From an optimization exercise on the open Yosys and OpenROAD flow, aimed at small area; shortcuts taken in it are not production practice. In this exercise RTL edits were held to simulation tests only and were not proved equivalent to the original. Power figures rest on the tool's default switching activity, not on a simulated workload.

==> build 77 <==
Design ggcodec, start of the top module:
module ggcodec (
  input  wire        clk,
  input  wire        rst,         
  input  wire        start,       
  input  wire [3:0]  cmd,         
  input  wire [71:0] code_in,     
  input  wire [3:0]  len_in,
  input  wire [31:0] addr_in,
  input  wire [31:0] val_in,
  input  wire [31:0] cmp_in,
  input  wire        cmpp_in,
  output reg  [1:0]  status,
  output wire [23:0] r_addr,
  output wire [15:0] r_val,
  output wire [7:0]  r_cmp,
  output wire        r_hascmp,
  output wire [71:0] r_code,      
  output wire [3:0]  r_len
);
==> flow/config.mk <==
export PLATFORM = sky130hd
export DESIGN_NAME = ggcodec
export DESIGN_NICKNAME = ggcodec
export VERILOG_FILES = /design/flow/design.v
export SDC_FILE = /design/flow/constraint.sdc
export NUM_CORES = 4
export LEC_CHECK = 0
export CAP_MARGIN = 20
export CORE_MARGIN = 2
export CORE_UTILIZATION = 35
export SLEW_MARGIN = 20
==> flow/constraint.sdc <==
create_clock -name core_clock -period 8.0 [get_ports {clk}]
set_input_delay 1.6000 -clock core_clock [delete_from_list [all_inputs] [get_ports {clk}]]
set_output_delay 1.6000 -clock core_clock [all_outputs]
set_load 0.01 [all_outputs]
standard.sh (not shown) runs the stock make flow with config.mk's settings and CLKGATE_MAP_FILE= SYNTH_SCRIPT=/design/flow/synth_recipe.tcl, a recipe that flattens the netlist after the stock synthesis.
==> flow/flow/run.sh <==
#!/bin/bash
# Own layout flow: the standard layout, except that synthesis maps the
# logic with an area-only ABC script (flow/synth.tcl, flow/area.abc) and
# the port buffers are the smallest buffer. Each step's full output goes
# to a log file of its own in the work folder.
set -euo pipefail
W=$(pwd)
export AREA_ABC_SCRIPT=$W/flow/area.abc
# The synthesis script must be synth_recipe.tcl's, with only abc changed.
diff <(tail -n +2 synth_recipe.tcl) <(grep -v '^#' flow/synth.tcl | sed -n '/^source/,$p') > diff_synth.log 2>&1 || true
bash standard.sh SYNTH_SCRIPT=$W/flow/synth.tcl ADDER_MAP_FILE= synth > synth.log 2>&1
bash standard.sh SYNTH_SCRIPT=$W/flow/synth.tcl ADDER_MAP_FILE= \
  "BUFFER_PORTS_ARGS=-buffer_cell sky130_fd_sc_hd__buf_1" finish > layout.log 2>&1
==> flow/flow/area.abc <==
strash
dch -f
amap
strash
dch -f
amap
topo
==> flow/flow/synth.tcl <==
# synth_recipe.tcl with an area-only ABC mapping: every abc call of ORFS's
# synthesis script gets flow/area.abc as its script (no buffering or
# sizing for delay; the placer repairs slew and capacitance).
proc synth {args} { yosys synth -nofsm -noshare {*}$args }
proc abc {args} {
  set i [lsearch -exact $args -script]
  if { $i >= 0 } { lset args [expr {$i + 1}] $::env(AREA_ABC_SCRIPT) }
  set j [lsearch -exact $args -D]
  if { $j >= 0 } { set args [lreplace $args $j [expr {$j + 1}]] }
  set k [lsearch -exact $args -constr]
  if { $k >= 0 } { set args [lreplace $args $k [expr {$k + 1}]] }
  yosys abc {*}$args
}
source $::env(SCRIPTS_DIR)/synth.tcl
# left out here: clear keep_hierarchy, flatten, clean up, hide names made inside functions, write 1_2_yosys.v
==> inputs of trial 42, as changes to build 77 <==
--- a/flow/design.v
+++ b/flow/design.v
@@ -1,10 +1,11 @@
 module gg_scramble (
   input  wire [1:0]  sys,
   input  wire        long,
+  input  wire        en,
   input  wire [23:0] a,
   input  wire [15:0] v,
   input  wire [7:0]  c,
   output wire [39:0] s
 );
   wire [3:0] a0 = {v[7], v[2:0]};
   wire [3:0] a1 = {a[7], v[6:4]};
@@ -37,72 +38,58 @@
   wire [3:0] d4 = a[3:0];
   wire [3:0] d5 = ~a[15:12];
   wire [7:0] dx = c ^ 8'hBA;
   wire [7:0] dr = {dx[5:0], dx[7:6]};    
   wire [3:0] d6 = dr[7:4];
   wire [3:0] d7 = dr[7:4] ^ 4'h8;
   wire [3:0] d8 = dr[3:0];
-  reg [3:0] n [0:7];
-  integer i;
-  always @* begin
-    case (sys)
-      2'd0: begin n[0]=a0; n[1]=a1; n[2]=a2; n[3]=a3; n[4]=a4; n[5]=a5; n[6]=a6; n[7]=a7; end
-      2'd1: begin n[0]=b0; n[1]=b1; n[2]=b2; n[3]=b3; n[4]=b4; n[5]=b5; n[6]=b6; n[7]=b7; end
-      2'd2: begin n[0]=c0[3:0]; n[1]=c1[3:0]; n[2]=c2[3:0]; n[3]=c3[3:0];
-                  n[4]=c4[3:0]; n[5]=c5[3:0]; n[6]=c6[3:0]; n[7]=c7[3:0]; end
-      default: begin n[0]=d0; n[1]=d1; n[2]=d2; n[3]=d3; n[4]=d4; n[5]=d5; n[6]=d6; n[7]=d7; end
-    endcase
-  end
-  wire [7:0] hi_c = {c7[4], c6[4], c5[4], c4[4], c3[4], c2[4], c1[4], c0[4]};
-  wire [7:0] hi   = sys[0] ? {4'd0, d8} : hi_c;
-  genvar k;
-  generate
-    for (k = 0; k < 8; k = k + 1) begin : g_slot
-      assign s[5*k +: 5] = {hi[k], n[k]};
-    end
-  endgenerate
+  wire sa = en && sys == 2'd0;
+  wire sb = en && sys == 2'd1;
+  wire sc = en && sys == 2'd2;
+  wire sd = en && sys == 2'd3;
+  wire [39:0] s_a = {long, a7, 1'b0, a6, 1'b0, a5, 1'b0, a4, 1'b0, a3, 1'b0, a2, 1'b0, a1, 1'b0, a0};
+  wire [39:0] s_b = {long, b7, 1'b0, b6, 1'b0, b5, 1'b0, b4, 1'b0, b3, 1'b0, b2, 1'b0, b1, 1'b0, b0};
+  wire [39:0] s_c = {c7, c6, c5, c4, c3, c2, c1, c0};
+  wire [39:0] s_d = {long, d7, 1'b0, d6, 1'b0, d5, 1'b0, d4, d8[3], d3, d8[2], d2, d8[1], d1, d8[0], d0};
+  assign s = ({40{sa}} & s_a) | ({40{sb}} & s_b) | ({40{sc}} & s_c) | ({40{sd}} & s_d);
 endmodule
 module gg_unscramble (
   input  wire [1:0]  sys,
   input  wire        long,
+  input  wire        en,
   input  wire [39:0] s,
-  output reg  [23:0] a,
-  output reg  [15:0] v,
-  output reg  [7:0]  c
+  output wire [23:0] a,
+  output wire [15:0] v,
+  output wire [7:0]  c
 );
   wire [3:0] n0 = s[3:0],   n1 = s[8:5],   n2 = s[13:10], n3 = s[18:15];
   wire [3:0] n4 = s[23:20], n5 = s[28:25], n6 = s[33:30], n7 = s[38:35];
   wire [4:0] N0 = s[4:0],   N1 = s[9:5],   N2 = s[14:10], N3 = s[19:15];
   wire [4:0] N4 = s[24:20], N5 = s[29:25], N6 = s[34:30], N7 = s[39:35];
   wire [3:0] n8 = {s[19], s[14], s[9], s[4]};
   wire [7:0] dr = {n8[1:0], n6, n8[3:2]} ^ 8'hBA;
-  always @* begin
-    case (sys)
-      2'd0: begin
-        a = {9'd0, n3[2:0], n4[3], n5[2:0], n1[3], n2[2:0], n3[3], n4[2:0]};
-        v = {8'd0, n0[3], n1[2:0], long ? n7[3] : n5[3], n0[2:0]};
-        c = long ? {n6[3], n7[2:0], n5[3], n6[2:0]} : 8'd0;
-      end
-      2'd1: begin
-        a = {n4[1:0], n5[3:2], n6[1:0], n7[3:2], n2, n7[1:0], n4[3:2], n3, n5[1:0], n6[3:2]};
-        v = {8'd0, n0, n1};
-        c = 8'd0;
-      end
-      2'd2: begin
-        a = {N3[3:0], N4[4:1], N1[1:0], N2, N3[4], N6[2:0], N7};
-        v = {N5[0], N6[4:3], N4[0], N5[4:1], N0, N1[4:2]};
-        c = 8'd0;
-      end
-      default: begin
-        a = {8'd0, ~n5, n2, n3, n4};
-        v = {8'd0, n0, n1};
-        c = long ? dr : 8'd0;
-      end
-    endcase
-  end
+  wire sa  = en && sys == 2'd0;
+  wire sb  = en && sys == 2'd1;
+  wire sc  = en && sys == 2'd2;
+  wire sd  = en && sys == 2'd3;
+  wire sa8 = sa && long;
+  wire sa6 = sa && !long;
+  wire sd9 = sd && long;
+  wire [23:0] a_a = {9'd0, n3[2:0], n4[3], n5[2:0], n1[3], n2[2:0], n3[3], n4[2:0]};
+  wire [23:0] a_b = {n4[1:0], n5[3:2], n6[1:0], n7[3:2], n2, n7[1:0], n4[3:2], n3, n5[1:0], n6[3:2]};
+  wire [23:0] a_c = {N3[3:0], N4[4:1], N1[1:0], N2, N3[4], N6[2:0], N7};
+  wire [23:0] a_d = {8'd0, ~n5, n2, n3, n4};
+  wire [15:0] v_a = {8'd0, n0[3], n1[2:0], 1'b0, n0[2:0]};
+  wire [15:0] v_bd = {8'd0, n0, n1};
+  wire [15:0] v_c = {N5[0], N6[4:3], N4[0], N5[4:1], N0, N1[4:2]};
+  wire [7:0]  c_a = {n6[3], n7[2:0], n5[3], n6[2:0]};
+  assign a = ({24{sa}} & a_a) | ({24{sb}} & a_b) | ({24{sc}} & a_c) | ({24{sd}} & a_d);
+  assign v = ({16{sa}} & v_a) | ({16{sb || sd}} & v_bd) | ({16{sc}} & v_c) |
+             {12'd0, (sa8 && n7[3]) || (sa6 && n5[3]), 3'd0};
+  assign c = ({8{sa8}} & c_a) | ({8{sd9}} & dr);
 endmodule
 module gg_char_decode (input wire [1:0] sys, input wire [7:0] ch, output wire [4:0] idx, output wire ok);
   wire new_n17, new_n18, new_n19, new_n20, new_n21, new_n22, new_n23, new_n24, new_n25, new_n26, new_n27, new_n28, new_n29, new_n30, new_n31, new_n32, new_n33, new_n34, new_n35, new_n36, new_n37, new_n38, new_n39, new_n40, new_n41, new_n42, new_n43, new_n44, new_n45, new_n46, new_n47, new_n48, new_n49, new_n50, new_n51, new_n52, new_n53, new_n54, new_n55, new_n56, new_n57, new_n58, new_n59, new_n60, new_n61, new_n62, new_n63, new_n64, new_n65, new_n66, new_n67, new_n68, new_n69, new_n70, new_n71, new_n72, new_n73, new_n74, new_n75, new_n76, new_n77, new_n78, new_n79, new_n80, new_n81, new_n82, new_n83, new_n84, new_n85, new_n86, new_n87, new_n88, new_n90, new_n91, new_n92, new_n93, new_n94, new_n95, new_n96, new_n97, new_n98, new_n99, new_n100, new_n101, new_n102, new_n103, new_n104, new_n105, new_n106, new_n107, new_n108, new_n109, new_n110, new_n111, new_n112, new_n113, new_n114, new_n116, new_n117, new_n118, new_n119, new_n120, new_n121, new_n122, new_n123, new_n124, new_n125, new_n126, new_n127, new_n128, new_n129, new_n130, new_n131, new_n132, new_n133, new_n135, new_n136, new_n137, new_n138, new_n139, new_n140, new_n141, new_n142, new_n143, new_n144, new_n145, new_n146, new_n147, new_n148, new_n150;
   assign new_n17 = ch[0] & ~ch[1];
   assign new_n18 = ~ch[2] & ~ch[4];
   assign new_n19 = ~ch[1] & new_n18;
   assign new_n20 = ~ch[3] & ~ch[4];
@@ -509,49 +496,48 @@
     case (sys)
       SYS_A:   raw_ok = a_hi0 && addr_in[23:15] == 9'd0 && v_hi0 && v_b0 && c_ok;
       SYS_B:   raw_ok = !cmpp_in && a_hi0 && v_hi0 && v_b0;
       SYS_C:   raw_ok = !cmpp_in && a_hi0 && v_hi0;
       default: raw_ok = a_hi0 && addr_in[23:16] == 8'd0 && v_hi0 && v_b0 && c_ok;
     endcase
   end
-  wire [39:0] s_scr;
+  wire [39:0] s_raw;
   gg_scramble u_scr (
-    .sys (sys), .long (cmpp_in),
+    .sys (sys), .long (cmpp_in), .en (!text_in),
     .a (addr_in[23:0]), .v (val_in[15:0]), .c (cmp_in[7:0]),
-    .s (s_scr)
+    .s (s_raw)
   );
-  wire [39:0] s_raw = {(sys == SYS_C) ? s_scr[39] : cmpp_in, s_scr[38:0]};
   wire valid = text_in ? (text_ok && (op[1] ? tag_ok : 1'b1)) : raw_ok;
   reg [39:0] s_q;
   reg [1:0]  sys_q;
   reg        text_q;        
   always @(posedge clk) begin
     if (rst)
       status <= 2'd0;
     else if (start)
       status <= {~valid, valid | text_in};
   end
   always @(posedge clk) begin
     if (start) begin
-      s_q    <= text_in ? s_txt : s_raw;
+      s_q    <= ({40{text_in}} & s_txt) | s_raw;
       sys_q  <= sys;
       text_q <= ~(op[1] ^ op[0]);
     end
   end
   wire long_q = (sys_q != SYS_C) && s_q[39];
   wire ok     = status == 2'd1;
   wire txt_en = ok && text_q;
   wire raw_en = ok && !text_q;
   wire [23:0] u_a;
   wire [15:0] u_v;
   wire [7:0]  u_c;
-  gg_unscramble u_uns (.sys (sys_q), .long (long_q), .s (s_q), .a (u_a), .v (u_v), .c (u_c));
-  assign r_addr   = raw_en ? u_a : 24'd0;
-  assign r_val    = raw_en ? u_v : 16'd0;
-  assign r_cmp    = raw_en ? u_c : 8'd0;
+  gg_unscramble u_uns (.sys (sys_q), .long (long_q), .en (raw_en), .s (s_q), .a (u_a), .v (u_v), .c (u_c));
+  assign r_addr   = u_a;
+  assign r_val    = u_v;
+  assign r_cmp    = u_c;
   assign r_hascmp = ok && long_q;
   reg [3:0] t_len;
   always @* begin
     case (sys_q)
       SYS_A:   t_len = long_q ? 4'd8 : 4'd6;
       SYS_B:   t_len = 4'd8;
       SYS_C:   t_len = 4'd8;
==> flow/flow/area.abc (replaced) <==
strash
dch -f
amap -F 16 -A 64 -C 4000
strash
dch -f
amap -F 16 -A 64 -C 4000
topo
Settings changed: CTS_BUF_LIST set to sky130_fd_sc_hd__clkbuf_8.
==> results.py <==
metrics = {
    "pwr": {
        "p_per_area_nw_per_um2": 107,
        "netSwitchingFraction": 0.519,
    },
    "critical_path": {
        "critPathMaxFanout": 33,
        "rr_startpoint": "status[1]$_SDFFE_PP0P_",
        "path_cells": "buf_4 -> clkinv_1 -> nor2_1 -> clkinv_1 -> o21ai_0 -> o21ai_0 -> buf_4 -> nor2_1 -> o211ai_1 -> o32ai_1 -> clkinv_1 -> a222oi_1 -> nor3_1 -> buf_1",
    },
    "drt": {
        "wirelength_mm": 52.6,
    },
    "outcome": {
        "status": "timing/DRC/antenna clean",
    },
    "timing": {
        "tightest_slew_ns": 1.02,
        "fin_crit_sh": 0.713,
    },
    "grt": {
        "grt_pass1_wl_mm": 79.7,
    },
}
-- figures above: trial 42

==> results.py <==
metrics = {
    "outcome": {
        "status": "timing/DRC/antenna clean",
    },
    "critical_path": {
        "critPathMaxFanout": 24,
        "rr_startpoint": "status[0]$_SDFFE_PP0P_",
    },
    "timing": {
        "fin_crit_sh": 0.812,
    },
    "grt": {
        "grt_pass1_wl_mm": 82.3,
    },
    "pwr": {
        "p_per_area_nw_per_um2": 107,
    },
}
-- figures above: build 77

## re-timing with driven ports
In the flow no input, the clock included, has a driving cell. The finished layouts below were timed again as built, in two steps.
Step 1 sets driving cells, clkbuf_16 on the clock port and buf_2 on the other inputs (assumed; they add their load-dependent delay and slew).
Step 2 adds t to the input delays and takes it off the output delays; t is the mean of the earliest and latest rising clock arrival at the registers after step 1. Input paths then give back, and output paths get back, about the clock's delay inside the block.
Three values: ideal ports, drivers, drivers and shift; two values: the first two.
run	t (ns)	setup slack, ns	worst setup path after step 2	cell pins on the clock port's net
build 77	0.323	1.502 / 1.461 / 1.784	register to output	1
trial 42	0.326	2.296 / 2.260 / 2.585	register to output	1
After both steps every run listed still meets setup and hold.
